This design comes from an exercise in tuning for small area on the open sky130 flow, not from production work.
Where RTL was checked, it was by simulation tests only, not by an equivalence proof against the original.
No functional check of the RTL was part of runs 2 and 3.
Power and IR drop assume default switching activity.

===== run.sh =====
#!/bin/bash
# synth_recipe.tcl (not shown) runs the flow's synth.tcl, then flattens the netlist and writes it again
# the make line also repeats each setting of config.mk as NAME=value (left out here)
make -C /OpenROAD-flow-scripts/flow DESIGN_CONFIG=/design/flow/config.mk WORK_HOME=/design/flow/orfs CLKGATE_MAP_FILE= SYNTH_SCRIPT=/design/flow/synth_recipe.tcl finish

===== design.v =====
module msf60_decoder (
    input  wire        clk,
    input  wire        rst,
    input  wire [15:0] cfg_padding_ms,           
    input  wire        cfg_carrier_off_level,
    input  wire        edge_valid,
    input  wire        edge_level,
    input  wire [31:0] edge_time_ms,
    output wire        edge_ready,
    output reg         time_available,
    output reg  [2:0]  parity_outcome,
    output wire [7:0]  frame_length_seconds,
    output wire [1:0]  leap_second_indicator,
    output wire [7:0]  lf_minute_bcd,
    output wire [7:0]  lf_hour_bcd,
    output wire [7:0]  lf_weekday_bcd,
    output wire [7:0]  lf_date_bcd,
    output wire [7:0]  lf_month_bcd,
    output wire [7:0]  lf_year_bcd,
    output reg         lf_dst_active,
    output reg         lf_dst_imminent,
    output wire [15:0] lf_dut1_positive_ms,
    output wire [15:0] lf_dut1_negative_ms,
    output wire [1:0]  lf_leap_second_indicator,
    output wire [7:0]  lf_frame_length_seconds,
    output wire [63:0] lf_epoch_seconds
);
    localparam [1:0] S_IDLE  = 2'd0,    
                     S_CHECK = 2'd1,    
                     S_EPOCH = 2'd2;    
    reg [1:0]  state;
    reg [15:0] padding_ms;
    reg        carrier_off_level;
    reg [31:0] last_pulse_start;
    reg [31:0] pending_pulse_start;
    reg        b_only;
    reg        frame_ready;
    reg [5:0]  bit_pointer;
    reg [42:0] wa;
    reg [6:0]  wb;
    reg [3:0]  dut1_pos_run;
    reg [3:0]  dut1_neg_run;
    reg        fl_v, fl_d1, fl_d0;
    reg        lfl_v, lfl_d1, lfl_d0;
    reg [7:0]  yr;
    reg [4:0]  mo;
    reg [5:0]  dt;
    reg [2:0]  wd;
    reg [5:0]  hr;
    reg [6:0]  mi;
    reg [3:0]  dut1_pos;
    reg [3:0]  dut1_neg;
    reg [32:0] epoch;
    reg [4:0]  pass;
    reg [5:0]  bitc;
    reg [1:0]  carry;
    reg [6:1]  dly;
    assign edge_ready = (state == S_IDLE);
    wire        is_start = (edge_level == carrier_off_level);
    wire [31:0] opnd     = is_start ? last_pulse_start : pending_pulse_start;
    wire [31:0] diff     = edge_time_ms - opnd;                   
    wire        diff_hi  = |diff[31:16];
    wire signed [17:0] padded = $signed({2'b00, diff[15:0]}) +
                                $signed({{2{padding_ms[15]}}, padding_ms});
    wire ge100 = padded >= 18'sd100;
    wire ge200 = padded >= 18'sd200;
    wire ge300 = padded >= 18'sd300;
    wire ge400 = padded >= 18'sd400;
    wire ge500 = padded >= 18'sd500;
    wire ge600 = padded >= 18'sd600;
    wire sym1 = !diff_hi && ge100 && !ge200;
    wire sym2 = !diff_hi && ge200 && !ge300;
    wire sym3 = !diff_hi && ge300 && !ge400;
    wire sym5 = !diff_hi && ge500 && !ge600;
    wire sym_data = sym1 || sym2 || sym3;
    wire near_last = !diff_hi && (diff[15:0] < 16'd300);
    wire bit_a = !sym1;
    wire bit_b = sym3 || (sym1 && b_only);
    wire       ptr_last = (bit_pointer == 6'd63);
    wire [5:0] next_ptr = bit_pointer + {5'd0, !b_only};
    wire marker_match = (wa[7:0] == 8'h7E);
    wire year_fail    = ^{wa[42:35], wb[5]};
    wire month_fail   = ^{wa[34:24], wb[4]};
    wire weekday_fail = ^{wa[23:21], wb[3]};
    wire hour_fail    = ^{wa[20:8],  wb[2]};
    reg [2:0] parity_code;
    always @(*) begin
        if      (year_fail)    parity_code = 3'd1;
        else if (month_fail)   parity_code = 3'd2;
        else if (weekday_fail) parity_code = 3'd3;
        else if (hour_fail)    parity_code = 3'd4;
        else                   parity_code = 3'd0;
    end
    assign frame_length_seconds    = {2'b00, fl_v, fl_v, fl_v, fl_d1, fl_v & !fl_d1, fl_d0};
    assign leap_second_indicator   = {fl_v & !fl_d1 & !fl_d0, fl_v & !fl_d0};
    assign lf_frame_length_seconds = {2'b00, lfl_v, lfl_v, lfl_v, lfl_d1, lfl_v & !lfl_d1, lfl_d0};
    assign lf_leap_second_indicator = {lfl_v & !lfl_d1 & !lfl_d0, lfl_v & !lfl_d0};
    assign lf_year_bcd    = yr;
    assign lf_month_bcd   = {3'b000, mo};
    assign lf_date_bcd    = {2'b00, dt};
    assign lf_weekday_bcd = {5'b00000, wd};
    assign lf_hour_bcd    = {2'b00, hr};
    assign lf_minute_bcd  = {1'b0, mi};
    assign lf_dut1_positive_ms = dut1_pos * 16'd100;
    assign lf_dut1_negative_ms = dut1_neg * 16'd100;
    assign lf_epoch_seconds    = {31'd0, epoch};
    wire [3:0] yt = yr[7:4];
    wire [3:0] yu = yr[3:0];
    wire       y2d   = (yt < 4'd9) || (yt == 4'd9 && yu <= 4'd9);
    wire       gt130 = (yt >= 4'd14) || (yt == 4'd13 && yu != 4'd0) || (yt == 4'd12 && yu >= 4'd11);
    wire       eq130 = (yt == 4'd13 && yu == 4'd0) || (yt == 4'd12 && yu == 4'd10);
    wire [5:0] u     = {1'b0, yt, 1'b0} + {2'b00, yu} + {4'd0, y2d, 1'b0};
    wire [5:0] u1    = u + 6'd1;
    wire [3:0] g     = u1[5:2];
    wire       is_leap = (u[1:0] == 2'd2) && !eq130;
    wire       adj   = is_leap && (mo[4] || mo[3:0] > 4'd2);
    reg [8:0] mdb;
    always @(*) begin
        case (mo)
            5'h01:   mdb = 9'd0;
            5'h02:   mdb = 9'd31;
            5'h03:   mdb = 9'd59;
            5'h04:   mdb = 9'd90;
            5'h05:   mdb = 9'd120;
            5'h06:   mdb = 9'd151;
            5'h07:   mdb = 9'd181;
            5'h08:   mdb = 9'd212;
            5'h09:   mdb = 9'd243;
            5'h0A:   mdb = 9'd273;
            5'h0B:   mdb = 9'd304;
            5'h0C:   mdb = 9'd334;
            5'h10:   mdb = 9'd273;
            5'h11:   mdb = 9'd304;
            5'h12:   mdb = 9'd334;
            default: mdb = 9'd0;      
        endcase
    end
    wire [32:0] kconst = y2d ? (33'd10956 + {32'd0, adj}) : ({32'd0, adj} - 33'd1 - {32'd0, gt130});
    wire       r  = epoch[0];
    wire [5:0] i  = bitc;
    reg        addend;
    reg        e0, e1, e2, e3, e6;
    always @(*) begin
        addend = 1'b0;
        e0 = 1'b0; e1 = 1'b0; e2 = 1'b0; e3 = 1'b0; e6 = 1'b0;
        case (pass)
            5'd0:  begin addend = (i < 6'd4) && yt[i[1:0]]; end
            5'd1:  begin e3 = 1'b1; e1 = 1'b1; addend = (i < 6'd4) && yu[i[1:0]]; end
            5'd2:  begin e2 = 1'b1; e0 = 1'b1; end
            5'd3:  begin e6 = 1'b1; e3 = 1'b1; e0 = 1'b1;
                         addend = (i >= 6'd1) && (i <= 6'd4) && yt[i[1:0] - 2'd1]; end
            5'd4:  begin e0 = 1'b1; addend = kconst[i]; end
            5'd5:  begin e0 = 1'b1; addend = (i < 6'd9) && mdb[i[3:0]]; end
            5'd6:  begin e0 = 1'b1; addend = (i < 6'd4) && g[i[1:0]]; end
            5'd7:  begin e0 = 1'b1; addend = (i == 6'd3 && dt[4]) || (i == 6'd4 && dt[5]); end
            5'd8:  begin e0 = 1'b1; addend = (i == 6'd1 && dt[4]) || (i == 6'd2 && dt[5]); end
            5'd9:  begin e0 = 1'b1; addend = (i < 6'd4) && dt[i[1:0]]; end
            5'd10: begin e1 = 1'b1; e0 = 1'b1; addend = (i < 6'd2) && hr[4 + i[0]]; end
            5'd11: begin e2 = 1'b1; addend = (i < 6'd2) && hr[4 + i[0]]; end
            5'd12: begin e1 = 1'b1; addend = (i < 6'd4) && hr[i[1:0]]; end
            5'd13: begin e2 = 1'b1; e1 = 1'b1; addend = (i < 6'd3) && mi[4 + i[1:0]]; end
            5'd14: begin e2 = 1'b1; e0 = 1'b1; end
            5'd15: begin e1 = 1'b1; addend = (i < 6'd4) && mi[i[1:0]]; end
            5'd16: begin e3 = 1'b1; e2 = 1'b1; end
            5'd17: begin e2 = 1'b1; e0 = 1'b1; end
            default: ;
        endcase
    end
    wire [2:0] ssum = {2'b00, e0 & r} + {2'b00, e1 & dly[1]} + {2'b00, e2 & dly[2]} +
                      {2'b00, e3 & dly[3]} + {2'b00, e6 & dly[6]} + {2'b00, addend} +
                      {1'b0, carry};
    wire pass_end = (bitc == 6'd32);
    always @(posedge clk) begin
        if (rst) begin
            state               <= S_IDLE;
            padding_ms          <= cfg_padding_ms;
            carrier_off_level   <= cfg_carrier_off_level;
            bit_pointer         <= 6'd0;
            last_pulse_start    <= 32'd0;
            pending_pulse_start <= 32'd0;
            b_only              <= 1'b0;
            frame_ready         <= 1'b0;
            time_available      <= 1'b0;
            parity_outcome      <= 3'd0;
            fl_v                <= 1'b0;
            fl_d1               <= 1'b0;
            fl_d0               <= 1'b0;
            lfl_v               <= 1'b0;
            lfl_d1              <= 1'b0;
            lfl_d0              <= 1'b0;
            yr                  <= 8'd0;
            mo                  <= 5'd0;
            dt                  <= 6'd0;
            wd                  <= 3'd0;
            hr                  <= 6'd0;
            mi                  <= 7'd0;
            lf_dst_active       <= 1'b0;
            lf_dst_imminent     <= 1'b0;
            dut1_pos            <= 4'd0;
            dut1_neg            <= 4'd0;
            epoch               <= 33'd0;
        end else begin
            case (state)
                S_IDLE: begin
                    if (edge_valid) begin
                        if (is_start) begin
                            b_only              <= near_last;
                            pending_pulse_start <= edge_time_ms;
                        end else begin
                            time_available <= 1'b0;
                            if (sym5) begin
                                last_pulse_start <= pending_pulse_start;
                                if (frame_ready) begin
                                    time_available <= 1'b1;
                                    frame_ready    <= 1'b0;
                                end
                                bit_pointer <= 6'd0;
                            end else if (sym_data) begin
                                last_pulse_start <= pending_pulse_start;
                                if (ptr_last && !b_only) begin
                                    bit_pointer <= 6'd0;
                                end else begin
                                    bit_pointer <= next_ptr;
                                    if (b_only) begin
                                        wa[0] <= bit_a;
                                        wb[0] <= bit_b;
                                    end else begin
                                        wa <= {wa[41:0], bit_a};
                                        wb <= {wb[5:0], bit_b};
                                        if (bit_pointer == 6'd1)
                                            dut1_pos_run <= {3'd0, wb[0]};
                                        else if (bit_pointer >= 6'd2 && bit_pointer <= 6'd8)
                                            dut1_pos_run <= dut1_pos_run + {3'd0, wb[0]};
                                        if (bit_pointer == 6'd9)
                                            dut1_neg_run <= {3'd0, wb[0]};
                                        else if (bit_pointer >= 6'd10 && bit_pointer <= 6'd16)
                                            dut1_neg_run <= dut1_neg_run + {3'd0, wb[0]};
                                    end
                                    if (next_ptr >= 6'd58 && next_ptr <= 6'd61)
                                        state <= S_CHECK;
                                end
                            end
                        end
                    end
                end
                S_CHECK: begin
                    state <= S_IDLE;
                    if (marker_match) begin
                        fl_v           <= 1'b1;
                        fl_d1          <= bit_pointer[2];
                        fl_d0          <= bit_pointer[0];
                        parity_outcome <= parity_code;
                        if (parity_code != 3'd0) begin
                            frame_ready <= 1'b0;
                        end else begin
                            frame_ready     <= 1'b1;
                            yr              <= wa[42:35];
                            mo              <= wa[34:30];
                            dt              <= wa[29:24];
                            wd              <= wa[23:21];
                            hr              <= wa[20:15];
                            mi              <= wa[14:8];
                            lf_dst_active   <= wb[1];
                            lf_dst_imminent <= wb[6];
                            dut1_pos        <= dut1_pos_run;
                            dut1_neg        <= dut1_neg_run;
                            lfl_v           <= 1'b1;
                            lfl_d1          <= bit_pointer[2];
                            lfl_d0          <= bit_pointer[0];
                            state           <= S_EPOCH;
                        end
                    end
                end
                S_EPOCH: begin
                    epoch <= {ssum[0], epoch[32:1]};
                    if (pass_end && pass == 5'd17)
                        state <= S_IDLE;
                end
                default: state <= S_IDLE;
            endcase
        end
    end
    always @(posedge clk) begin
        if (state == S_EPOCH && !pass_end) begin
            bitc  <= bitc + 6'd1;
            carry <= ssum[2:1];
            dly   <= {dly[5:1], r};
        end else begin
            bitc  <= 6'd0;
            carry <= 2'd0;
            dly   <= 6'd0;
        end
        if (state != S_EPOCH)
            pass <= 5'd0;
        else if (pass_end)
            pass <= pass + 5'd1;
    end
endmodule

===== config.mk =====
export PLATFORM = sky130hd
export DESIGN_NAME = msf60_decoder
export DESIGN_NICKNAME = msf60_decoder
export VERILOG_FILES = /design/flow/design.v
export SDC_FILE = /design/flow/constraint.sdc
export NUM_CORES = 4
export LEC_CHECK = 0
export CAP_MARGIN = 20
export CORE_MARGIN = 2
export CORE_UTILIZATION = 40
export SLEW_MARGIN = 20

===== constraint.sdc =====
create_clock -name core_clock -period 15.0 [get_ports {clk}]
set_input_delay 3.0000 -clock core_clock [delete_from_list [all_inputs] [get_ports {clk}]]
set_output_delay 3.0000 -clock core_clock [all_outputs]
set_load 0.01 [all_outputs]

==> results of run 1 <==
cell families (layout without fill, tap and decap cells):
logic type	after synthesis	count (layout)	synth area share, %
fa+ha+maj	109	109	9.073
compound gates	356	356	14.40
mux	134	134	8.781
buf+inv	205	269	6.895
other cells	1	62	0.02365
simple gates	599	599	17.36
xor+xnor	94	94	5.278
flops	265	265	38.19
metal layers:
layer	part of all wire [%]	GRT usage (%)
met4	2.5	6.361
met3	4.0	2.071
met1	45	24.20
met5	0	0
met2	48	32.01
final timing paths:
check | from | endpoint | slack [ns] | depth (start not counted)
setup / recovery | edge_level | wa[10]$_DFFE_PP_ | 5.49 | 25
hold / removal | dly[5]$_SDFF_PN0_ | dly[6]$_SDFF_PN0_ | 0.43 | 1
setup reg to reg | carrier_off_level$_DFFE_PP_ | wa[10]$_DFFE_PP_ | 7.98 | 24
hold reg to reg | dly[5]$_SDFF_PN0_ | dly[6]$_SDFF_PN0_ | 0.43 | 1
metrics by stage:
stage                     setup WS [ns]  total power [W]  util, %
after floorplan                   4.682         0.001006        -
after global placement            5.018         0.001070    45.02
after detailed placement          4.872         0.001071    45.02
after CTS                         5.450         0.001793    47.49
after global routing              4.951         0.001859    47.49
final                             5.488         0.001771    47.49
final cells by class:
| cell class | instances | area, µm² |
|---|---|---|
| Tap cell | 518 | 648.1 |
| Clock buffer | 41 | 833.3 |
| Fill cell | 3825 | 20440 |
| Clock inverter | 14 | 126.4 |
| Sequential cell | 265 | 6056 |
| Timing Repair Buffer | 172 | 1695 |
| Multi-Input combinational cell | 1354 | 8964 |
| Inverter | 42 | 157.7 |
flip-flops by register name (all words and copies together) (netlist names), 7 cells and up:
register	cells
wa	43
yr	8
epoch	33
mdb	9
wb	7
last_pulse_start	32
padding_ms	16
mi	7
pending_pulse_start	32
power breakdown:
part	internal (W)	leakage (nW)	total [W]	switching (W)
clock	0.000421	0.469	0.000711	0.000290
combinational	0.000118	4.45	0.000308	0.000190
sequential	0.000743	2.22	0.000751	0.00000835
total	0.00128	7.14	0.00177	0.000489
layout by cell type, fill, tap and decap left out, types with 41 or more instances in the layout:
cell type,netlist,layout
dfxtp_1,190,190
xnor2_1,63,62
ha_1,99,99
a21oi_1,146,146
conb_1,1,62
mux2i_1,123,123
nand2_1,209,209
o21ai_0,46,46
nor2_1,181,180
inv_1,41,41
clkdlybuf4s50_1,0,160
edfxtp_1,75,75
==> flow_summary.json, run 1 <==
{
  "clk_pin_slew_ns": 0.06,
  "syn_area_um2": 15860,
  "setup_viol": 0,
  "cts_setup_buffers": 0,
  "antenna_found_initial": 0,
  "antenna_left": 0,
  "yosysMostFrequentCell": "nand2_1",
  "drt_pre_antenna_iters": 5,
  "design_area_um2": 18480,
  "root_buffer": "clkbuf_16",
  "hp-class": "flop to flop",
  "yosysWarningCount": 1,
  "die_x_um": 203.1,
  "die_y_um": 203.1,
  "drt_iter0_drc": 710,
  "irDropWorstVdd_v": 0.00008444,
  "synth_top_area_share_pct": 23.98,
  "synth_commonest_cells": "nand2_1, dfxtp_1, nor2_1",
  "grt-ovfl-total": 0,
  "synthToLayoutAreaGrowth_pct": 16.53,
  "nets": 2027,
  "synth_edf_count": 75,
  "hpwl_um": 28960,
  "grt_max_degree": 92,
  "wl_per_cell_um": 16.09,
  "io_pins": 224,
  "rsz0062_at_grt": "false",
  "finalHoldViolations": 0,
  "dpl.cell_count": 2351,
  "hold_ws_ns": 0.4280,
  "crit_family": "compound AO/OA/AOI/OAI gates",
  "cts_tree": "built",
  "viasPerCell": 5.282,
  "io_buffer_count": 161,
  "clock_path_buffers": 3,
  "routabilityCongestion": 0.8899,
  "syn_avg_cell_area_um2": 8.995,
  "postSynth.asyncResetShare_pct": 0,
  "path_class": "input port to flop",
  "worstPathMaxFanout": 36,
  "max-cap-violations": 0,
  "yosys.area.top_type": "dfxtp_1",
  "synth_area_leaders": "dfxtp_1, edfxtp_1, ha_1, mux2i_1, nand2_1",
  "ys.flop_type": "dfxtp_1",
  "h-tree-depth": 1,
  "outcome": "complete, no violations",
  "startpoint_type": "input port",
  "worst_pin_slew_ns": 0.8796,
  "synthDistinctLibCells": 88,
  "crit_path_frequent_cell": "a21oi_1",
  "syn-instance-count": 1763,
  "synth.ff_latch_count": 265,
  "core_area_um2": 38920,
  "rows": 72,
  "clock_latency_ns": 0.56,
  "drc_errors": 0,
  "grtUsageTotal_pct": 18.59,
  "drive_gt1_share_pct": 4.767,
  "start_util_pct": 40.75,
  "cp_slowest_stage_delay_ns": 0.58,
  "grt_pass1_vias": 12249,
  "p_leak_nw": 7.143,
  "n_antenna_cell": 0,
  "fin_setup_tns_ns": 0,
  "drt_wl_total_um": 38710,
  "cts.sinks": 265,
  "grt_pass1_wl_um": 63420,
  "maxSlewViolCount": 0,
  "worst_ep_arrival_time_ns": 9.73,
  "powerDensity_nw_per_um2": 95.83,
  "cts_made_buffers": 30,
  "min_period_ns": 9.512,
  "end_kind": "flop",
  "dr_total_vias": 12709,
  "crit_buf_inv": 4,
  "fin_cells": 2406,
  "postCtsHoldBufs": 0,
  "dieArea_um2": 41260,
  "cp.required_ns": 15.22,
  "cts.repair.resized": 0,
  "ys_seq_area_share_pct": 38.19,
  "max_slew_margin_pct": 40.86,
  "fin_skew_ns": 0.01269,
  "fin_crit_sh_pct": 63.41,
  "critPathSlowestCell": "nor2_4",
  "dpl_cell_area_um2": 17520,
  "fmax_mhz": 105.1
}
==> run 2, diff against run 1 <==
--- a/design.v
+++ b/design.v
@@ -27,6 +27,9 @@
 );
-    localparam [1:0] S_IDLE  = 2'd0,    
-                     S_CHECK = 2'd1,    
-                     S_EPOCH = 2'd2;    
-    reg [1:0]  state;
+    localparam [2:0] S_IDLE  = 3'd0,    
+                     S_CHECK = 3'd1,    
+                     S_PAR   = 3'd2,    
+                     S_LOAD  = 3'd3,    
+                     S_EPOCH = 3'd4,    
+                     S_INIT  = 3'd5;    
+    reg [2:0]  state;
     reg [15:0] padding_ms;
@@ -44,8 +47,3 @@
     reg        lfl_v, lfl_d1, lfl_d0;
-    reg [7:0]  yr;
-    reg [4:0]  mo;
-    reg [5:0]  dt;
-    reg [2:0]  wd;
-    reg [5:0]  hr;
-    reg [6:0]  mi;
+    reg [34:0] fields;
     reg [3:0]  dut1_pos;
@@ -57,9 +55,31 @@
     reg [6:1]  dly;
+    reg        pacc;
     assign edge_ready = (state == S_IDLE);
+    wire [7:0] yr = fields[34:27];
+    wire [4:0] mo = fields[26:22];
+    wire [5:0] dt = fields[21:16];
+    wire [2:0] wd = fields[15:13];
+    wire [5:0] hr = fields[12:7];
+    wire [6:0] mi = fields[6:0];
     wire        is_start = (edge_level == carrier_off_level);
     wire [31:0] opnd     = is_start ? last_pulse_start : pending_pulse_start;
-    wire [31:0] diff     = edge_time_ms - opnd;                   
+    wire [32:0] bw;
+    wire [31:0] diff;
+    assign bw[0] = 1'b0;
+    genvar k;
+    generate for (k = 0; k < 32; k = k + 1) begin : g_sub
+        assign diff[k]  = edge_time_ms[k] ^ opnd[k] ^ bw[k];
+        assign bw[k+1]  = (!edge_time_ms[k] & opnd[k]) | (!(edge_time_ms[k] ^ opnd[k]) & bw[k]);
+    end endgenerate
     wire        diff_hi  = |diff[31:16];
-    wire signed [17:0] padded = $signed({2'b00, diff[15:0]}) +
-                                $signed({{2{padding_ms[15]}}, padding_ms});
+    wire [17:0] pa = {2'b00, diff[15:0]};
+    wire [17:0] pb = {{2{padding_ms[15]}}, padding_ms};
+    wire [18:0] pc;
+    wire [17:0] psum;
+    assign pc[0] = 1'b0;
+    generate for (k = 0; k < 18; k = k + 1) begin : g_pad
+        assign psum[k]  = pa[k] ^ pb[k] ^ pc[k];
+        assign pc[k+1]  = (pa[k] & pb[k]) | ((pa[k] ^ pb[k]) & pc[k]);
+    end endgenerate
+    wire signed [17:0] padded = psum;
     wire ge100 = padded >= 18'sd100;
@@ -80,15 +100,22 @@
     wire [5:0] next_ptr = bit_pointer + {5'd0, !b_only};
-    wire marker_match = (wa[7:0] == 8'h7E);
-    wire year_fail    = ^{wa[42:35], wb[5]};
-    wire month_fail   = ^{wa[34:24], wb[4]};
-    wire weekday_fail = ^{wa[23:21], wb[3]};
-    wire hour_fail    = ^{wa[20:8],  wb[2]};
-    reg [2:0] parity_code;
+    wire       marker_match = (wa[7:0] == 8'h7E);
+    wire       s_bit        = wa[42];
+    wire [5:0] j            = bitc;
+    wire       grp_start    = (j == 6'd0) || (j == 6'd8) || (j == 6'd19) || (j == 6'd22);
+    reg        grp_end;
+    reg        grp_par;
+    reg  [2:0] grp_code;
     always @(*) begin
-        if      (year_fail)    parity_code = 3'd1;
-        else if (month_fail)   parity_code = 3'd2;
-        else if (weekday_fail) parity_code = 3'd3;
-        else if (hour_fail)    parity_code = 3'd4;
-        else                   parity_code = 3'd0;
+        grp_end = 1'b1;
+        case (j)
+            6'd7:    begin grp_par = wb[5]; grp_code = 3'd1; end
+            6'd18:   begin grp_par = wb[4]; grp_code = 3'd2; end
+            6'd21:   begin grp_par = wb[3]; grp_code = 3'd3; end
+            6'd34:   begin grp_par = wb[2]; grp_code = 3'd4; end
+            default: begin grp_par = 1'b0;  grp_code = 3'd0; grp_end = 1'b0; end
+        endcase
     end
+    wire pacc_next = (grp_start ? 1'b0 : pacc) ^ s_bit;
+    wire grp_fail  = grp_end && (pacc_next ^ grp_par);
+    wire rot_end   = (bitc == 6'd42);
     assign frame_length_seconds    = {2'b00, fl_v, fl_v, fl_v, fl_d1, fl_v & !fl_d1, fl_d0};
@@ -103,5 +130,10 @@
     assign lf_minute_bcd  = {1'b0, mi};
-    assign lf_dut1_positive_ms = dut1_pos * 16'd100;
-    assign lf_dut1_negative_ms = dut1_neg * 16'd100;
-    assign lf_epoch_seconds    = {31'd0, epoch};
+    assign lf_epoch_seconds = {31'd0, epoch};
+    function [15:0] x100(input [3:0] c);
+        x100 = (c == 4'd0) ? 16'd0   : (c == 4'd1) ? 16'd100 : (c == 4'd2) ? 16'd200 :
+               (c == 4'd3) ? 16'd300 : (c == 4'd4) ? 16'd400 : (c == 4'd5) ? 16'd500 :
+               (c == 4'd6) ? 16'd600 : (c == 4'd7) ? 16'd700 : 16'd800;
+    endfunction
+    assign lf_dut1_positive_ms = x100(dut1_pos);
+    assign lf_dut1_negative_ms = x100(dut1_neg);
     wire [3:0] yt = yr[7:4];
@@ -116,23 +148,9 @@
     wire       adj   = is_leap && (mo[4] || mo[3:0] > 4'd2);
-    reg [8:0] mdb;
-    always @(*) begin
-        case (mo)
-            5'h01:   mdb = 9'd0;
-            5'h02:   mdb = 9'd31;
-            5'h03:   mdb = 9'd59;
-            5'h04:   mdb = 9'd90;
-            5'h05:   mdb = 9'd120;
-            5'h06:   mdb = 9'd151;
-            5'h07:   mdb = 9'd181;
-            5'h08:   mdb = 9'd212;
-            5'h09:   mdb = 9'd243;
-            5'h0A:   mdb = 9'd273;
-            5'h0B:   mdb = 9'd304;
-            5'h0C:   mdb = 9'd334;
-            5'h10:   mdb = 9'd273;
-            5'h11:   mdb = 9'd304;
-            5'h12:   mdb = 9'd334;
-            default: mdb = 9'd0;      
-        endcase
-    end
+    wire [8:0] mdb =
+        (mo == 5'h02) ? 9'd31  : (mo == 5'h03) ? 9'd59  : (mo == 5'h04) ? 9'd90  :
+        (mo == 5'h05) ? 9'd120 : (mo == 5'h06) ? 9'd151 : (mo == 5'h07) ? 9'd181 :
+        (mo == 5'h08) ? 9'd212 : (mo == 5'h09) ? 9'd243 :
+        (mo == 5'h0A || mo == 5'h10) ? 9'd273 :
+        (mo == 5'h0B || mo == 5'h11) ? 9'd304 :
+        (mo == 5'h0C || mo == 5'h12) ? 9'd334 : 9'd0;    
     wire [32:0] kconst = y2d ? (33'd10956 + {32'd0, adj}) : ({32'd0, adj} - 33'd1 - {32'd0, gt130});
@@ -172,5 +190,9 @@
     wire pass_end = (bitc == 6'd32);
+    wire in_epoch = (state == S_EPOCH);
+    wire in_rot   = (state == S_PAR) || (state == S_LOAD);
+    wire counting = in_rot || in_epoch || (state == S_INIT);
+    wire cnt_end  = in_epoch ? pass_end : rot_end;
     always @(posedge clk) begin
         if (rst) begin
-            state               <= S_IDLE;
+            state               <= S_INIT;
             padding_ms          <= cfg_padding_ms;
@@ -190,8 +212,2 @@
             lfl_d0              <= 1'b0;
-            yr                  <= 8'd0;
-            mo                  <= 5'd0;
-            dt                  <= 6'd0;
-            wd                  <= 3'd0;
-            hr                  <= 6'd0;
-            mi                  <= 7'd0;
             lf_dst_active       <= 1'b0;
@@ -200,3 +216,2 @@
             dut1_neg            <= 4'd0;
-            epoch               <= 33'd0;
         end else begin
@@ -251,21 +266,17 @@
                         fl_d0          <= bit_pointer[0];
-                        parity_outcome <= parity_code;
-                        if (parity_code != 3'd0) begin
-                            frame_ready <= 1'b0;
+                        parity_outcome <= 3'd0;
+                        state          <= S_PAR;
+                    end
+                end
+                S_PAR: begin
+                    wa <= {wa[41:0], wa[42]};
+                    if (grp_fail && parity_outcome == 3'd0)
+                        parity_outcome <= grp_code;
+                    if (rot_end) begin
+                        if (parity_outcome == 3'd0) begin
+                            frame_ready <= 1'b1;
+                            state       <= S_LOAD;
                         end else begin
-                            frame_ready     <= 1'b1;
-                            yr              <= wa[42:35];
-                            mo              <= wa[34:30];
-                            dt              <= wa[29:24];
-                            wd              <= wa[23:21];
-                            hr              <= wa[20:15];
-                            mi              <= wa[14:8];
-                            lf_dst_active   <= wb[1];
-                            lf_dst_imminent <= wb[6];
-                            dut1_pos        <= dut1_pos_run;
-                            dut1_neg        <= dut1_neg_run;
-                            lfl_v           <= 1'b1;
-                            lfl_d1          <= bit_pointer[2];
-                            lfl_d0          <= bit_pointer[0];
-                            state           <= S_EPOCH;
+                            frame_ready <= 1'b0;
+                            state       <= S_IDLE;
                         end
@@ -273,4 +284,16 @@
                 end
+                S_LOAD: begin
+                    wa <= {wa[41:0], wa[42]};
+                    if (rot_end) begin
+                        lf_dst_active   <= wb[1];
+                        lf_dst_imminent <= wb[6];
+                        dut1_pos        <= dut1_pos_run;
+                        dut1_neg        <= dut1_neg_run;
+                        lfl_v           <= 1'b1;
+                        lfl_d1          <= bit_pointer[2];
+                        lfl_d0          <= bit_pointer[0];
+                        state           <= S_EPOCH;
+                    end
+                end
                 S_EPOCH: begin
-                    epoch <= {ssum[0], epoch[32:1]};
                     if (pass_end && pass == 5'd17)
@@ -278,2 +301,6 @@
                 end
+                S_INIT: begin
+                    if (rot_end)
+                        state <= S_IDLE;
+                end
                 default: state <= S_IDLE;
@@ -283,4 +310,13 @@
     always @(posedge clk) begin
-        if (state == S_EPOCH && !pass_end) begin
-            bitc  <= bitc + 6'd1;
+        if ((state == S_LOAD && bitc <= 6'd34) || state == S_INIT)
+            fields <= {fields[33:0], (state == S_LOAD) & wa[42]};
+        if (in_epoch || state == S_INIT)
+            epoch <= {in_epoch & ssum[0], epoch[32:1]};
+    end
+    always @(posedge clk) begin
+        if (counting && !cnt_end && !rst)
+            bitc <= bitc + 6'd1;
+        else
+            bitc <= 6'd0;
+        if (in_epoch && !pass_end) begin
             carry <= ssum[2:1];
@@ -288,3 +324,2 @@
         end else begin
-            bitc  <= 6'd0;
             carry <= 2'd0;
@@ -292,3 +327,3 @@
         end
-        if (state != S_EPOCH)
+        if (!in_epoch)
             pass <= 5'd0;
@@ -296,2 +331,4 @@
             pass <= pass + 5'd1;
+        if (state == S_PAR)
+            pacc <= pacc_next;
     end
==> run 2 against run 1 <==
  * Still clean
  * Total power shrank 10%
  * Maximum frequency is 33% lower
  * Sequential share of layout area rose by 8.6 points
  * Non-clock buffer count rose by 7
  * Combinational power decreased by 66%
  * First-iteration DRC count shrank 18%
  * Flip-flop and latch count down 7
  * Via count is 28% lower
  * Setup slack got worse by 4.6 ns
  * Design area fell by 14%
  * Sequential power is 1% higher
==> flow_summary.json, run 2 <==
{
  "biggestRegsByFlops": "wa x43, fields x35, epoch x33",
  "worstPathMaxFanout": 5,
  "synth_top_area_share_pct": 32.91,
  "swShare_pct": 22.71,
  "die_y_um": 185.2,
  "postSynth.asyncResetShare_pct": 0,
  "antenna_found_initial": 0,
  "cp.required_ns": 15.43,
  "fin_setup_tns_ns": 0,
  "worst_slack_ns": 0.8754,
  "fin_crit_sh_pct": 94.16,
  "power_switching_w": 0.0003608,
  "crit_path_frequent_cell": "fa_1",
  "ff_latch_area_um2": 6606,
  "min_period_ns": 14.12,
  "postLayoutCoreUtil_pct": 49.18,
  "drt_iter0_drc": 580,
  "pwr-share-comb_pct": 6.7,
  "synth_commonest_cells": "nand2_1, edfxtp_1, dfxtp_1",
  "max_slew_margin_pct": 31.28,
  "rows": 66,
  "end_kind": "flop",
  "max-cap-violations": 0,
  "powerDensity_nw_per_um2": 99.53,
  "worst_ep_arrival_time_ns": 14.56,
  "yosysWarningCount": 1,
  "fmax_mhz": 70.80,
  "clock_path_buffers": 3,
  "core_area_um2": 32450,
  "die_x_um": 185.2,
  "clk_pin_slew_ns": 0.06,
  "grt-ovfl-total": 0,
  "cts_made_buffers": 28,
  "layout_commonest_cell": "nand2_1",
  "irDropWorstVdd_v": 0.00008285,
  "p_leak_nw": 6.188,
  "routabilityCongestion": 0.8231,
  "finalHoldViolations": 0,
  "n_antenna_cell": 0,
  "rsz0062_at_grt": "false",
  "clock_latency_ns": 0.55,
  "p_clk_share_pct": 45.6,
  "wl_per_cell_um": 15.10,
  "hpwl_um": 19460,
  "drive_gt1_share_pct": 7.168,
  "final_cell_mix": "nand2_1, clkdlybuf4s50_1, edfxtp_1, dfxtp_1, nor2_1",
  "drt_wl_total_um": 27950,
  "intPower_w": 0.001228,
  "dieArea_um2": 34310,
  "dp_slack_ns": -0.1399,
  "synth.ff_latch_count": 258,
  "dpl_cell_area_um2": 14950,
  "drc_errors": 0,
  "startpoint_type": "input port",
  "dpl.cell_count": 1798,
  "nets": 1516,
  "syn_avg_cell_area_um2": 10.55,
  "synth_area_leaders": "edfxtp_1, dfxtp_1, fa_1, nand2_1, buf_4",
  "critPathSlowestCell": "nor4_1",
  "fillers": 2986,
  "synthDistinctLibCells": 74,
  "grt_pass1_vias": 8737,
  "drt_pre_antenna_iters": 5,
  "setup_viol": 0,
  "synth_edf_count": 144,
  "largest_register": "wa",
  "ys_seq_area_share_pct": 50.29,
  "ys.flop_type": "edfxtp_1",
  "worst_pin_slew_ns": 1.031,
  "multiInputGateArea_um2": 5817,
  "root_buffer": "clkbuf_16",
  "grt_pass1_wl_um": 45080,
  "io_buffer_count": 159,
  "antenna_left": 0,
  "grt_max_degree": 93,
  "yosys.area.top_type": "edfxtp_1",
  "outcome": "complete, no violations",
  "cts_tree": "built",
  "cp_slowest_stage_delay_ns": 0.52,
  "fin_cells": 1851,
  "design_area_um2": 15960,
  "yosysMostFrequentCell": "nand2_1",
  "seqPwrFrac_pct": 47.7,
  "fin_skew_ns": 0.01215,
  "maxSlewViolCount": 0,
  "syn_area_um2": 13140,
  "path_class": "input port to flop",
  "dr_total_vias": 9161,
  "grtUsageTotal_pct": 16.03,
  "io_pins": 224,
  "hp-class": "flop to flop",
  "syn-instance-count": 1245,
  "h-tree-depth": 1,
  "cts.sinks": 258,
  "viasPerCell": 4.949,
  "synthToLayoutAreaGrowth_pct": 21.50,
  "largest_register_ffs": 43,
  "start_util_pct": 40.48
}
run 2: worst max-delay path: cells and delay by family:
family                   cells  cell delay (ns)
AO/OA/AOI/OAI                1             0.04
buffers and inverters        6             0.91
multiplexers                 1             0.15
AND/OR/NAND/NOR              6             0.93
XOR/XNOR                     1             0.18
adder cells (fa/ha/maj)     31             9.33
run 2: final timing paths:
path                                     from                        to  slack [ns]  depth (start not counted)
setup reg to reg  carrier_off_level$_DFFE_PP_  frame_ready$_SDFFE_PP0P_        3.00                         45
setup / recovery                   edge_level  frame_ready$_SDFFE_PP0P_        0.88                         46
hold reg to reg              wa[14]$_DFFE_PP_          wa[15]$_DFFE_PP_        0.41                          0
hold / removal               wa[14]$_DFFE_PP_          wa[15]$_DFFE_PP_        0.41                          0
run 2: stage by stage:
step | hold WS (ns) | total power [W]
after detailed placement | 0.4045 | 0.0008785
final | 0.4082 | 0.001589
after global placement | 0.4045 | 0.0008770
after global routing | 0.4248 | 0.001649
after CTS | 0.4100 | 0.001610
after floorplan | 0.4003 | 0.0008522
run 2: kinds of logic after synthesis:
| family | count (synthesis) | share of synthesized area [%] |
|---|---|---|
| AND/OR/NAND/NOR | 451 | 16.12 |
| flip-flops | 258 | 50.29 |
| buffers and inverters | 191 | 7.714 |
| AO/OA/AOI/OAI | 181 | 9.143 |
| adder cells (fa/ha/maj) | 76 | 10.15 |
| multiplexers | 58 | 4.562 |
| XOR/XNOR | 29 | 1.991 |
| other | 1 | 0.02854 |
run 2: cell type report:
cell class	count	area share (%)
clock buffers	33	4.633
clock inverters	19	1.482
inverters	61	1.442
multi-input cells	859	36.44
flip-flops and latches	258	41.39
well taps	442	3.465
repair buffers	179	11.15
run 2: per-layer routing:
| layer | global-route usage (%) | routed length (µm) | vias to the layer above |
|---|---|---|---|
| met2 | 25.88 | 12820 | 241 |
| met4 | 4.159 | 537 | 0 |
| met5 | 0 | 0 | - |
| li1 | - | - | 4511 |
| met3 | 2.477 | 1449 | 40 |
| met1 | 22.49 | 13140 | 4369 |
run 2: timing repair:
item | 4_1_cts | 5_1_grt
endpoints found under the setup margin | 0 | 97
hold buffers | 0 | 0
setup buffers | 0 | 1
resized for setup | 0 | 5
run 2: power groups by stage:
stage	clock network, W	logic (W)	registers [W]
global placement	0	0.000103	0.000774
CTS	0.000747	0.000105	0.000758
global route	0.000771	0.000118	0.000760
floorplan	0	0.0000875	0.000765
finish	0.000724	0.000106	0.000759
detailed placement	0	0.000105	0.000774
==> run 3, diff against run 2 <==
--- a/config.mk
+++ b/config.mk
@@ -10,2 +10,5 @@
 export CORE_UTILIZATION = 40
+export CTS_BUF_LIST = sky130_fd_sc_hd__clkbuf_8
+export CTS_CLUSTER_DIAMETER = 60
+export CTS_CLUSTER_SIZE = 20
 export SLEW_MARGIN = 20
==> run 3 against run 2 <==
  * Still clean
  * Critical path type unchanged
  * Combinational power hardly changed
  * Global-route usage is 0.19 points lower
  * Sequential share of layout area is 0.99 points higher
==> flow_summary.json, run 3 <==
{
  "ys_seq_area_share_pct": 50.29,
  "cp_slowest_stage_delay_ns": 0.40,
  "root_buffer": "clkbuf_8",
  "max-cap-violations": 0,
  "n_antenna_cell": 0,
  "p_clk_share_pct": 36.4,
  "p_leak_nw": 6.001,
  "antenna_left": 0,
  "grt_pass1_wl_um": 44530,
  "hold_ws_ns": 0.4174,
  "die_x_um": 185.2,
  "io_pins": 224,
  "synthToLayoutAreaGrowth_pct": 18.67,
  "dpl.cell_count": 1798,
  "viasPerCell": 4.947,
  "routabilityCongestion": 0.8231,
  "hp-class": "flop to flop",
  "worst_pin_slew_ns": 1.048,
  "yosysMostFrequentCell": "nand2_1",
  "hpwl_um": 19460,
  "wl_per_cell_um": 15.01,
  "reg2reg_depth": 44,
  "min_from": "wa[22]$_DFFE_PP_",
  "yosys.area.top_type": "edfxtp_1",
  "worst_ep_arrival_time_ns": 14.53,
  "power_switching_w": 0.0003570,
  "final_cell_mix": "nand2_1, clkdlybuf4s50_1, edfxtp_1, dfxtp_1, nor2_1",
  "powerDensity_nw_per_um2": 87.08,
  "critPathSlowestCell": "fa_1",
  "cp.required_ns": 15.46,
  "irDropWorstVdd_v": 0.00007200,
  "postSynth.asyncResetShare_pct": 0,
  "intPower_w": 0.001001,
  "dr_total_vias": 9123,
  "syn_area_um2": 13140,
  "whs_path_depth": 0,
  "startpoint_type": "input port",
  "clock_path_buffers": 3,
  "dpl_cell_area_um2": 14950,
  "postCtsHoldBufs": 0,
  "path_class": "input port to flop",
  "synthDistinctLibCells": 74,
  "seqPwrFrac_pct": 55.8,
  "die_y_um": 185.2,
  "start_util_pct": 40.48,
  "clock_latency_ns": 0.57,
  "ys.flop_type": "edfxtp_1",
  "design_area_um2": 15590,
  "core_area_um2": 32450,
  "largest_register_ffs": 43,
  "maxSlewViolCount": 0,
  "outcome": "complete, no violations",
  "grt_max_degree": 93,
  "io_buffer_count": 159,
  "clk_pin_slew_ns": 0.11,
  "synth_top_area_share_pct": 32.91,
  "end_kind": "flop",
  "rows": 66,
  "cts_made_buffers": 25,
  "swShare_pct": 26.30,
  "setup.worst_path.start": "edge_level",
  "dieArea_um2": 34310,
  "cts_tree": "built",
  "h-tree-depth": 1,
  "r2r_start": "carrier_off_level$_DFFE_PP_",
  "worstPathMaxFanout": 5,
  "crit_path_frequent_cell": "fa_1",
  "drc_errors": 0,
  "synth_commonest_cells": "nand2_1, edfxtp_1, dfxtp_1",
  "finalHoldViolations": 0,
  "setup_viol": 0,
  "synth_area_leaders": "edfxtp_1, dfxtp_1, fa_1, nand2_1, buf_4",
  "synth_edf_count": 144,
  "grt-ovfl-total": 0,
  "fin_crit_sh_pct": 93.75,
  "grt_pass1_vias": 8631,
  "syn-instance-count": 1245,
  "syn_avg_cell_area_um2": 10.55,
  "drt_iter0_drc": 502,
  "min_period_ns": 14.06,
  "nets": 1513,
  "max_slew_margin_pct": 30.12,
  "fin_skew_ns": 0.02610,
  "pwr-share-comb_pct": 7.8,
  "layout_commonest_cell": "nand2_1",
  "postLayoutCoreUtil_pct": 48.04,
  "largest_register": "wa",
  "grtUsageTotal_pct": 15.84,
  "synth.ff_latch_count": 258,
  "drt_wl_total_um": 27680,
  "rsz0062_at_grt": "false",
  "drive_gt1_share_pct": 7.061,
  "drt_pre_antenna_iters": 5,
  "biggestRegsByFlops": "wa x43, fields x35, epoch x33",
  "fillers": 3031,
  "yosysWarningCount": 1,
  "fmax_mhz": 71.11,
  "cts.sinks": 258,
  "antenna_found_initial": 0,
  "fin_cells": 1844
}
[run 3: cell counts after synthesis]
Identical to the previous run, type by type.
[run 3: final cells by class]
cell class	count	area (µm²)	share of cell area, %
Tap cell	442	553.0	3.547
Clock buffer	25	344.1	2.207
Clock inverter	20	250.2	1.605
Timing Repair Buffer	179	1779	11.41
Sequential cell	258	6606	42.38
Multi-Input combinational cell	859	5823	37.35
Inverter	61	234.0	1.501
[run 3: worst max-delay path: cells and delay by family]
family / cells / cell delay (ns)
and+or+nand+nor: 6 / 0.72
xor gates and xnor gates: 1 / 0.21
buffers and inverters: 5 / 0.71
adders and majority gates: 31 / 9.32
AOI/OAI and AO/OA: 2 / 0.57
[run 3: path summary, 6_finish.rpt]
| kind | endpoint | slack (ns) |
|---|---|---|
| max | bit_pointer[2]$_SDFFE_PP0P_ | 0.94 |
| min | wa[23]$_DFFE_PP_ | 0.42 |
| max reg2reg | bit_pointer[2]$_SDFFE_PP0P_ | 3.02 |
| min reg2reg | wa[23]$_DFFE_PP_ | 0.42 |
[run 3: power groups by stage]
| stage | combinational [W] | clock, W | sequential [W] |
|---|---|---|---|
| after floorplan | 0.0000875 | 0 | 0.000765 |
| after global placement | 0.000103 | 0 | 0.000774 |
| after detailed placement | 0.000105 | 0 | 0.000774 |
| after CTS | 0.000105 | 0.000513 | 0.000757 |
| after global routing | 0.000119 | 0.000536 | 0.000759 |
| final | 0.000106 | 0.000494 | 0.000757 |
[run 3: logic make-up after synthesis]
logic type      count (synthesis)  share of synthesized area, %
buf+inv                       191                         7.714
xor+xnor                       29                         1.991
other cells                     1                       0.02854
fa+ha+maj                      76                         10.15
mux                            58                         4.562
simple gates                  451                         16.12
flops                         258                         50.29
compound gates                181                         9.143
[run 3: what timing repair did]
item                                    in CTS  in global routing
resized for setup                            0                  7
endpoints found under the setup margin       0                 96
buffers inserted                             0                  1
[run 3: through the flow]
step	total power, W	TNS (ns)	setup WS (ns)
5_1_grt	0.001414	0	0.2653
3_3_place_gp	0.0008770	-0.08956	-0.02242
3_5_place_dp	0.0008785	-1.959	-0.1399
6_report	0.001358	0	0.9379
4_1_cts	0.001375	0	0.4730
2_1_floorplan	0.0008522	0	0.1036
[run 3: routing by layer]
metal | vias to the layer above | part of all wire, % | track usage, % | routed length [µm]
met5 | - | 0 | 0 | 0
met4 | 0 | 2.1 | 3.714 | 589
met3 | 46 | 4.9 | 2.477 | 1370
met2 | 225 | 46 | 25.82 | 12710
met1 | 4362 | 47 | 22.15 | 13010
li1 | 4490 | - | - | -
==> run 4, diff against run 3 <==
--- a/design.v
+++ b/design.v
@@ -155,3 +155,5 @@
         (mo == 5'h0C || mo == 5'h12) ? 9'd334 : 9'd0;    
-    wire [32:0] kconst = y2d ? (33'd10956 + {32'd0, adj}) : ({32'd0, adj} - 33'd1 - {32'd0, gt130});
+    localparam [63:0] K10956 = 64'd10956;
+    wire kconst_bit = y2d ? (K10956[i] ^ (i == 6'd0 && adj)) :
+                      (i == 6'd0) ? !(adj ^ gt130) : (!adj || gt130);
     wire       r  = epoch[0];
@@ -169,3 +171,3 @@
                          addend = (i >= 6'd1) && (i <= 6'd4) && yt[i[1:0] - 2'd1]; end
-            5'd4:  begin e0 = 1'b1; addend = kconst[i]; end
+            5'd4:  begin e0 = 1'b1; addend = kconst_bit; end
             5'd5:  begin e0 = 1'b1; addend = (i < 6'd9) && mdb[i[3:0]]; end
==> run 4 against run 3 <==
  * Synthesized cell count is 4.3% higher
  * Clock-buffer cell count stayed put
  * Clock power is 4.0% higher
  * Final cell count is 2.6% higher
  * Combinational power hardly changed
  * Maximum frequency is 2.7% lower
  * Critical endpoint is now dut1_neg_run[1]$_SDFFCE_PP0P_
  * Sequential share of layout area is 0.13 points lower
  * Hold slack worse by 0.0025 ns
  * First-iteration DRC count is 29% higher
  * Design area is 0.30% higher
  * Still clean
  * Register-to-register slack worse by 0.35 ns
  * Utilization hardly changed
==> flow_summary.json, run 4 <==
{
  "outcome": "complete, no violations",
  "seqPwrFrac_pct": 54.8,
  "grt-ovfl-total": 0,
  "viasPerCell": 5.010,
  "startpoint_type": "input port",
  "setup_viol": 0,
  "synth_top_area_share_pct": 32.80,
  "synth_area_leaders": "edfxtp_1, dfxtp_1, fa_1, nand2_1, buf_4",
  "cts_tree": "built",
  "syn_area_um2": 13180,
  "core_area_um2": 32540,
  "fin_crit_sh_pct": 96.35,
  "drive_gt1_share_pct": 6.483,
  "worst_pin_slew_ns": 0.9356,
  "swShare_pct": 26.63,
  "drt_wl_total_um": 28820,
  "r2r_start": "carrier_off_level$_DFFE_PP_",
  "syn-instance-count": 1298,
  "maxSlewViolCount": 0,
  "antenna_left": 0,
  "postSynth.asyncResetShare_pct": 0,
  "r2r_end": "dut1_neg_run[1]$_SDFFCE_PP0P_",
  "final_cell_mix": "nand2_1, clkdlybuf4s50_1, edfxtp_1, dfxtp_1, a21oi_1",
  "n_antenna_cell": 0,
  "h-tree-depth": 1,
  "wl_per_cell_um": 15.23,
  "p_clk_share_pct": 37.5,
  "drc_errors": 0,
  "largest_register_ffs": 43,
  "grt_pass1_vias": 9089,
  "min_period_ns": 14.45,
  "worstPathMaxFanout": 4,
  "whs_path_depth": 1,
  "crit_path_frequent_cell": "fa_1",
  "cts_made_buffers": 25,
  "hpwl_um": 20260,
  "synthDistinctLibCells": 72,
  "yosysWarningCount": 1,
  "yosysMostFrequentCell": "nand2_1",
  "clk_pin_slew_ns": 0.11,
  "clock_latency_ns": 0.59,
  "layout_commonest_cell": "nand2_1",
  "irDropWorstVdd_v": 0.00007529,
  "dpl.cell_count": 1845,
  "grt_max_degree": 80,
  "cp_slowest_stage_delay_ns": 0.57,
  "synth.ff_latch_count": 258,
  "min_from": "dly[4]$_SDFF_PN0_",
  "synth_commonest_cells": "nand2_1, edfxtp_1, dfxtp_1",
  "root_buffer": "clkbuf_8",
  "io_buffer_count": 159,
  "worst_ep_arrival_time_ns": 14.77,
  "top_usage_layer": "met2",
  "end_kind": "flop",
  "p_leak_nw": 5.748,
  "ys.flop_type": "edfxtp_1",
  "syn_avg_cell_area_um2": 10.16,
  "max_slew_margin_pct": 37.47,
  "yosys.area.top_type": "edfxtp_1",
  "ys_seq_area_share_pct": 50.11,
  "intPower_w": 0.001005,
  "grt.met2_usage_pct": 27.97,
  "cts.sinks": 258,
  "postCtsHoldBufs": 0,
  "powerDensity_nw_per_um2": 87.64,
  "die_x_um": 185.6,
  "critPathSlowestCell": "or4_1",
  "dr_total_vias": 9479,
  "power_switching_w": 0.0003649,
  "grtUsageMet3_pct": 2.739,
  "fmax_mhz": 69.19,
  "min_to": "dly[5]$_SDFF_PN0_",
  "largest_register": "wa",
  "antenna_found_initial": 0,
  "nets": 1560,
  "grt_pass1_wl_um": 45880,
  "grtUsageTotal_pct": 16.33,
  "fin_cells": 1892,
  "io_pins": 224,
  "finalHoldViolations": 0,
  "cts_setup_buffers": 0,
  "rows": 66,
  "reg2reg_depth": 42,
  "cp.required_ns": 15.32,
  "biggestRegsByFlops": "wa x43, fields x35, epoch x33",
  "dieArea_um2": 34430,
  "start_util_pct": 40.52,
  "finalPower_w": 0.001370,
  "r2r_setup_slack_ns": 2.67,
  "synth_edf_count": 144,
  "synthToLayoutAreaGrowth_pct": 18.60,
  "max-cap-violations": 0,
  "clock_path_buffers": 3,
  "path_class": "input port to flop",
  "met1_usage_pct": 21.57,
  "drt_pre_antenna_iters": 5,
  "pwr-share-comb_pct": 7.7,
  "die_y_um": 185.6,
  "rsz0062_at_grt": "false",
  "drt_iter0_drc": 646,
  "hp-class": "flop to flop",
  "routabilityCongestion": 0.8076,
  "fin_skew_ns": 0.02624,
  "hold_ws_ns": 0.4149
}
[run 4: cell types whose count changed after synthesis, moves of 5 or more]
cell,change
nand2_1,+59
a21oi_1,+31
nor2_1,-23
mux2i_1,-20
nor2b_1,+12
o21ai_0,+8
clkbuf_1,+7
o211ai_1,+5
[run 4: worst max-delay path, delay by kind of cell]
family,cells,cell delay [ns]
buffers and inverters,4,0.80
adder cells (fa/ha/maj),31,9.33
AND/OR/NAND/NOR,6,1.63
[run 4: metrics by stage]
stage               worst slack, ns  setup TNS, ns  utilization [%]  instance area (µm²)
CTS                          0.2864              0            47.97                15610
detailed placement          -0.3574         -6.804            46.11                15000
floorplan                   0.03441              0                -                13470
global placement            -0.2046         -1.538            46.11                15000
global route                0.06797              0            48.06                15640
finish                       0.5480              0            48.06                15640
[run 4: layer usage]
layer	vias to the layer above	share of wire [%]	wire length (µm)
li1	4609	-	-
met1	4589	45	13000
met2	239	47	13650
met3	42	5.3	1517
met4	0	2.3	661
met5	-	0	0
[run 4: cell families after synthesis]
kind of cell	after synthesis	synth area share, %
AOI/OAI and AO/OA	207	9.747
xor gates and xnor gates	30	1.993
and+or+nand+nor	495	17.36
other	1	0.02844
DFF	258	50.11
adders and majority gates	76	10.12
buffers and inverters	196	7.877
muxes	35	2.771
[run 4: timing repair]
action	in CTS	in global routing
endpoints found under the hold margin	0	0
gates resized for setup	0	2
endpoints found under the setup margin	0	14
[run 4: layout make-up]
type	count	area (µm²)
fillers	3116	16900
well taps	442	553.0
multi-input cells	907	5844
inverters	57	214.0
clock inverters	21	260.3
clock buffers	25	344.1
repair buffers	182	1814
flip-flops and latches	258	6606
[run 4: worst max path at each step]
stage / from / to / slack [ns] / depth (start not counted)
2_1_floorplan: edge_level / wa[10]$_DFFE_PP_ / 0.03 / 42
3_3_place_gp: edge_level / dut1_neg_run[1]$_SDFFCE_PP0P_ / -0.20 / 43
3_5_place_dp: edge_level / dut1_neg_run[1]$_SDFFCE_PP0P_ / -0.36 / 43
4_1_cts: edge_level / dut1_neg_run[1]$_SDFFCE_PP0P_ / 0.29 / 43
5_1_grt: edge_time_ms[0] / dut1_neg_run[1]$_SDFFCE_PP0P_ / 0.07 / 41
6_report: edge_time_ms[0] / dut1_neg_run[1]$_SDFFCE_PP0P_ / 0.55 / 41
[run 4: power groups by stage]
stage	clock [W]	combinational (W)	sequential, W
after floorplan	0	0.0000830	0.000762
after global placement	0	0.000104	0.000767
after detailed placement	0	0.000106	0.000767
after CTS	0.000535	0.000106	0.000751
after global routing	0.000557	0.000119	0.000752
final	0.000514	0.000106	0.000751
==> run 5, diff against run 4 <==
==> flow/run.sh (new file) <==
#!/bin/bash
# Own layout flow: the standard flow (standard synthesis unchanged), with
# - port buffers of the smallest buffer cell instead of the buffer_ports default;
# - a clock tree of clkbuf_8 sink-cluster buffers without dummy load cells.
# The make output goes to flow_make.log in the folder this runs in.
set -euo pipefail
export BUFFER_PORTS_ARGS="-buffer_cell sky130_fd_sc_hd__buf_1"
export CTS_ARGS="-sink_clustering_enable -repair_clock_nets -buf_list sky130_fd_sc_hd__clkbuf_8 -sink_clustering_size 20 -sink_clustering_max_diameter 60 -dont_use_dummy_load"
bash standard.sh > flow_make.log 2>&1
==> standard.sh (new file) <==
#!/bin/bash
# synth_recipe.tcl (not shown) runs the flow's synth.tcl, then flattens the netlist and writes it again
# the make line also repeats each setting of config.mk as NAME=value (left out here)
make -C /OpenROAD-flow-scripts/flow DESIGN_CONFIG=/design/flow/config.mk WORK_HOME=/design/flow/orfs CLKGATE_MAP_FILE= SYNTH_SCRIPT=/design/flow/synth_recipe.tcl "${@:-finish}"
--- a/config.mk
+++ b/config.mk
@@ -10,5 +10,2 @@
 export CORE_UTILIZATION = 40
-export CTS_BUF_LIST = sky130_fd_sc_hd__clkbuf_8
-export CTS_CLUSTER_DIAMETER = 60
-export CTS_CLUSTER_SIZE = 20
 export SLEW_MARGIN = 20
removed: run.sh
==> run 5 against run 4 <==
  * Final cell count is 1.6% lower
  * Clock power shrank 29%
  * Flip-flop and latch count stayed put
  * Critical path depth increased by 2
  * Sequential share of layout area is 4.1 points higher
  * Combinational power decreased by about 10%
  * Setup slack gained 0.077 ns
  * Largest cell class unchanged
  * Largest power group unchanged
  * Highest routed layer unchanged
==> flow_summary.json, run 5 <==
{
  "n_antenna_cell": 0,
  "crit_path_frequent_cell": "fa_1",
  "cts_tree": "built",
  "drive_gt1_share_pct": 4.581,
  "hp-class": "flop to flop",
  "syn-instance-count": 1298,
  "syn_avg_cell_area_um2": 10.16,
  "p_leak_nw": 5.179,
  "root_buffer": "clkbuf_8",
  "ys.flop_type": "edfxtp_1",
  "clock_path_buffers": 3,
  "multiInputGateArea_um2": 5843,
  "ys_seq_area_share_pct": 50.11,
  "grt_pass1_wl_um": 44860,
  "rows": 66,
  "power_switching_w": 0.0002897,
  "io_pins": 224,
  "fin_cells": 1861,
  "end_kind": "flop",
  "dr_total_vias": 9334,
  "dieArea_um2": 34430,
  "drt_iter0_drc": 649,
  "largest_register": "wa",
  "biggestRegsByFlops": "wa x43, fields x35, epoch x33",
  "swShare_pct": 23.94,
  "r2r_setup_slack_ns": 2.67,
  "crit_buf_inv": 3,
  "r2r_start": "carrier_off_level$_DFFE_PP_",
  "whs_path_depth": 0,
  "critPathSlowestCell": "or4_1",
  "synth_top_area_share_pct": 32.80,
  "min_to": "epoch[12]$_DFFE_PP_",
  "postSynth.asyncResetShare_pct": 0,
  "synth.ff_latch_count": 258,
  "powerDensity_nw_per_um2": 84.82,
  "intPower_w": 0.0009204,
  "maxSlewViolCount": 0,
  "finalHoldViolations": 0,
  "hold_ws_ns": 0.4096,
  "antenna_found_initial": 0,
  "syn_area_um2": 13180,
  "nets": 1550,
  "synth_commonest_cells": "nand2_1, edfxtp_1, dfxtp_1",
  "r2r_end": "dut1_neg_run[3]$_SDFFCE_PP0P_",
  "worst_pin_slew_ns": 1.011,
  "fmax_mhz": 69.57,
  "drt_pre_antenna_iters": 5,
  "die_y_um": 185.6,
  "pwr-share-comb_pct": 7.9,
  "synth_edf_count": 144,
  "rsz0062_at_grt": "false",
  "setup_viol": 0,
  "cts.repair.resized": 0,
  "max_slew_margin_pct": 32.47,
  "start_util_pct": 40.52,
  "clock_latency_ns": 0.57,
  "drc_errors": 0,
  "yosys.area.top_type": "edfxtp_1",
  "p_clk_share_pct": 30.1,
  "cts_made_buffers": 24,
  "max-cap-violations": 0,
  "antenna_left": 0,
  "cp.required_ns": 15.31,
  "cts_setup_buffers": 0,
  "irDropWorstVdd_v": 0.00005969,
  "fillers": 3200,
  "grtUsageTotal_pct": 15.99,
  "synth_area_leaders": "edfxtp_1, dfxtp_1, fa_1, nand2_1, buf_4",
  "clk_pin_slew_ns": 0.12,
  "cp_slowest_stage_delay_ns": 0.56,
  "startpoint_type": "input port",
  "core_area_um2": 32540,
  "min_period_ns": 14.37,
  "postCtsHoldBufs": 0,
  "seqPwrFrac_pct": 62.0,
  "h-tree-depth": 1,
  "io_buffer_count": 159,
  "yosysWarningCount": 1,
  "cts.sinks": 258,
  "reg2reg_depth": 42,
  "grt-ovfl-total": 0,
  "synthToLayoutAreaGrowth_pct": 8.209,
  "synthDistinctLibCells": 72,
  "grt_pass1_vias": 8723,
  "hpwl_um": 19680,
  "layout_commonest_cell": "nand2_1",
  "outcome": "complete, no violations",
  "grt_max_degree": 60,
  "dpl.cell_count": 1837,
  "routabilityCongestion": 0.8179,
  "drt_wl_total_um": 28020,
  "viasPerCell": 5.016,
  "yosysMostFrequentCell": "nand2_1",
  "fin_crit_sh_pct": 95.83,
  "ff_latch_area_um2": 6606,
  "crit_family": "adder cells",
  "worstPathMaxFanout": 4,
  "fin_skew_ns": 0.04477,
  "worst_ep_arrival_time_ns": 14.68,
  "wl_per_cell_um": 15.05,
  "largest_register_ffs": 43,
  "die_x_um": 185.6,
  "min_from": "epoch[13]$_DFFE_PP_",
  "path_class": "input port to flop",
  "final_cell_mix": "nand2_1, buf_1, edfxtp_1, dfxtp_1, a21oi_1"
}
run 5: metrics by stage:
| step | total power (W) | utilization, % | instance area, µm² | worst slack (ns) | TNS (ns) |
|---|---|---|---|---|---|
| after floorplan | 0.0008454 | - | 13470 | 0.03441 | 0 |
| final | 0.001210 | 43.85 | 14270 | 0.6250 | 0 |
| after global placement | 0.0008606 | 42.83 | 13930 | 0.1376 | 0 |
| after global routing | 0.001268 | 43.85 | 14270 | 0.05392 | 0 |
| after detailed placement | 0.0008619 | 42.83 | 13930 | -0.004739 | -0.01865 |
| after CTS | 0.001228 | 43.84 | 14260 | 0.5781 | 0 |
run 5: worst max path at each step:
| stage | slack (ns) | start | depth (start not counted) | to |
|---|---|---|---|---|
| floorplan | 0.03 | edge_level | 42 | wa[10]$_DFFE_PP_ |
| global placement | 0.14 | edge_level | 43 | dut1_neg_run[0]$_DFFE_PP_ |
| detailed placement | -0.005 | edge_level | 43 | dut1_neg_run[0]$_DFFE_PP_ |
| CTS | 0.58 | edge_level | 43 | dut1_neg_run[3]$_SDFFCE_PP0P_ |
| global route | 0.05 | edge_level | 43 | dut1_neg_run[2]$_SDFFCE_PP0P_ |
| finish | 0.63 | edge_level | 43 | dut1_neg_run[3]$_SDFFCE_PP0P_ |
run 5: power groups by stage:
stage                     clock [W]  combinational [W]  sequential (W)
final                      0.000364          0.0000954        0.000751
after detailed placement          0          0.0000951        0.000767
after global routing       0.000407           0.000109        0.000752
after global placement            0          0.0000938        0.000767
after floorplan                   0          0.0000830        0.000762
after CTS                  0.000382          0.0000952        0.000751
run 5: cell families after synthesis:
kind of cell / Yosys count / synth area share (%)
adder cells (fa/ha/maj): 76 / 10.12
AND/OR/NAND/NOR: 495 / 17.36
XOR/XNOR: 30 / 1.993
AO/OA/AOI/OAI: 207 / 9.747
multiplexers: 35 / 2.771
flip-flops: 258 / 50.11
buffers and inverters: 196 / 7.877
other: 1 / 0.02844
run 5: cell type report:
type / instances / area share, %
tap: 442 / 3.877
timing repair buffer: 173 / 5.043
inverter: 57 / 1.500
multi-input combinational: 907 / 40.96
clock buffer: 24 / 2.315
sequential: 258 / 46.31
run 5: routing by layer:
metal  routed length (µm)  global-route usage, %  up-vias
li1                     -                      -     4563
met1                13240                  22.29     4492
met2                12990                  26.60      240
met3                 1331                  2.387       39
met4                  453                  3.118        0
met5                    0                      0        -
==> run 6, diff against run 5 <==
--- a/design.v
+++ b/design.v
@@ -38,2 +38,4 @@
     reg [31:0] pending_pulse_start;
+    reg        last_zero;                
+    reg        pending_zero;             
     reg        b_only;
@@ -64,3 +66,5 @@
     wire        is_start = (edge_level == carrier_off_level);
-    wire [31:0] opnd     = is_start ? last_pulse_start : pending_pulse_start;
+    wire        sel_last = is_start && !last_zero;
+    wire        sel_pend = !is_start && !pending_zero;
+    wire [31:0] opnd     = ({32{sel_last}} & last_pulse_start) | ({32{sel_pend}} & pending_pulse_start);
     wire [32:0] bw;
@@ -202,4 +206,4 @@
             bit_pointer         <= 6'd0;
-            last_pulse_start    <= 32'd0;
-            pending_pulse_start <= 32'd0;
+            last_zero           <= 1'b1;
+            pending_zero        <= 1'b1;
             b_only              <= 1'b0;
@@ -225,2 +229,3 @@
                             pending_pulse_start <= edge_time_ms;
+                            pending_zero        <= 1'b0;
                         end else begin
@@ -229,2 +234,3 @@
                                 last_pulse_start <= pending_pulse_start;
+                                last_zero        <= pending_zero;
                                 if (frame_ready) begin
@@ -236,2 +242,3 @@
                                 last_pulse_start <= pending_pulse_start;
+                                last_zero        <= pending_zero;
                                 if (ptr_last && !b_only) begin
==> run 6 against run 5 <==
  * Still clean
  * Maximum frequency shrank 0.17%
  * Clock-buffer cell count is the same
  * Sequential share of layout area grew 4.2 points
==> flow_summary.json, run 6 <==
{
  "hp-class": "flop to flop",
  "core_area_um2": 32620,
  "final_cell_mix": "edfxtp_1, buf_1, nor2_1, conb_1, inv_1",
  "drc_errors": 0,
  "syn_area_um2": 13270,
  "syn-instance-count": 1084,
  "cts.repair.resized": 0,
  "layout_commonest_cell": "edfxtp_1",
  "maxSlewViolCount": 0,
  "die_y_um": 186.1,
  "largest_register": "wa",
  "synth_edf_count": 208,
  "io_buffer_count": 159,
  "p_clk_share_pct": 18.5,
  "drive_gt1_share_pct": 6.301,
  "synthToLayoutAreaGrowth_pct": 8.694,
  "finalHoldViolations": 0,
  "cp_slowest_stage_delay_ns": 0.47,
  "largest_register_ffs": 43,
  "wl_per_cell_um": 16.41,
  "h-tree-depth": 1,
  "cts.sinks": 260,
  "ys.flop_type": "edfxtp_1",
  "p_leak_nw": 5.137,
  "yosys.area.top_type": "edfxtp_1",
  "dieArea_um2": 34650,
  "min_from": "wa[35]$_DFFE_PP_",
  "worst_pin_slew_ns": 1.017,
  "outcome": "complete, no violations",
  "postSynth.asyncResetShare_pct": 0,
  "r2r_start": "carrier_off_level$_DFFE_PP_",
  "synth_top_area_share_pct": 47.07,
  "clk_pin_slew_ns": 0.11,
  "grt_max_degree": 69,
  "cts_tree": "built",
  "yosysMostFrequentCell": "edfxtp_1",
  "drt_iter0_drc": 641,
  "grt_pass1_wl_um": 43330,
  "pwr-share-comb_pct": 26.9,
  "synth_area_leaders": "edfxtp_1, dfxtp_1, fa_1, buf_4, nor2_1",
  "hold_ws_ns": 0.3926,
  "clock_latency_ns": 0.60,
  "setup_viol": 0,
  "synth_commonest_cells": "edfxtp_1, nor2_1, buf_4",
  "swShare_pct": 34.48,
  "power_switching_w": 0.0006770,
  "cts_made_buffers": 24,
  "grt-ovfl-total": 0,
  "crit_buf_inv": 4
}
==> run 6: changes by cell type in the layout (fill, tap and decap cells not counted), moves of 6 or more <==
cell | previous run | this run
a211oi_1 | 4 | 12
a21oi_1 | 104 | 33
a22o_1 | 1 | 18
a22oi_1 | 2 | 16
and3_1 | 12 | 5
dfxtp_1 | 114 | 52
edfxtp_1 | 144 | 208
mux2i_1 | 32 | 26
nand2_1 | 249 | 51
nand3_1 | 33 | 24
nand3b_1 | 2 | 11
nor2b_1 | 30 | 21
o211ai_1 | 10 | 4
o31ai_1 | 1 | 7
==> run 6: how the worst max path moves through the flow <==
stage	endpoint	start	slack [ns]	depth (start not counted)
after floorplan	last_pulse_start[0]$_DFFE_PP_	edge_level	0.05	40
after global placement	dut1_pos_run[1]$_SDFFCE_PN0P_	edge_level	0.18	43
after detailed placement	dut1_pos_run[1]$_SDFFCE_PN0P_	edge_level	-0.04	43
after CTS	dut1_pos_run[3]$_SDFFCE_PN0P_	edge_level	0.55	43
after global routing	dut1_pos_run[3]$_SDFFCE_PN0P_	edge_level	0.02	43
final	dut1_pos_run[3]$_SDFFCE_PN0P_	edge_level	0.60	43
==> run 6: layout make-up <==
type | instances | area, µm²
fill | 3060 | 18200
sequential | 260 | 7287
multi-input combinational | 700 | 5269
timing repair buffer | 176 | 750.7
tap | 442 | 553.0
clock buffer | 24 | 330.3
inverter | 62 | 232.7
==> run 6: logic make-up (layout without fill, tap and decap cells) <==
kind of cell	Yosys count	after routing	share of synthesized area, %
and+or+nand+nor	311	311	12.56
DFF	260	260	54.92
xor gates and xnor gates	32	32	2.112
muxes	31	31	2.499
other	1	64	0.02826
buffers and inverters	187	262	7.496
AOI/OAI and AO/OA	186	186	10.34
adders and majority gates	76	76	10.05
==> run 6: power groups by stage <==
stage	registers, W	logic, W	clock network [W]
after floorplan	0.00107	0.000369	0
after global placement	0.00109	0.000523	0
after CTS	0.00107	0.000532	0.000384
after detailed placement	0.00109	0.000531	0
final	0.00107	0.000528	0.000364
after global routing	0.00109	0.000598	0.000407
==> run 6: per-layer routing <==
metal	track usage (%)	share of wire [%]	wire (µm)	vias up
li1	-	-	-	4073
met2	23.88	44	11950	295
met4	4.283	2.4	648	0
met1	22.53	47	12830	4116
met5	0	0	0	-
met3	3.388	6.9	1871	43
==> run 6: worst reg2reg max path, delay by kind of cell, from the launching register on <==
kind,cells,cell delay [ns]
XOR/XNOR,1,0.29
AO/OA/AOI/OAI,2,0.36
flip-flops,1,0.45
adder cells (fa/ha/maj),31,9.63
buffers and inverters,3,0.41
AND/OR/NAND/NOR,5,0.89
==> run 6: through the flow <==
stage,power [W],setup WS [ns],cells,util (%)
after floorplan,0.001437,0.05116,1147,-
after global placement,0.001610,0.1793,1640,43.18
after detailed placement,0.001620,-0.04264,1640,43.18
after CTS,0.001991,0.5549,1664,44.19
after global routing,0.002099,0.01669,1664,44.22
final,0.001964,0.6003,1664,44.22

Check on run 6: ideal ports give 0.600 ns setup slack; a clkbuf_16 on the clock port and buf_2 on the inputs give 0.626 ns; moving port delays by the midpoint clock arrival (0.617 ns) as well gives 0.009 ns.
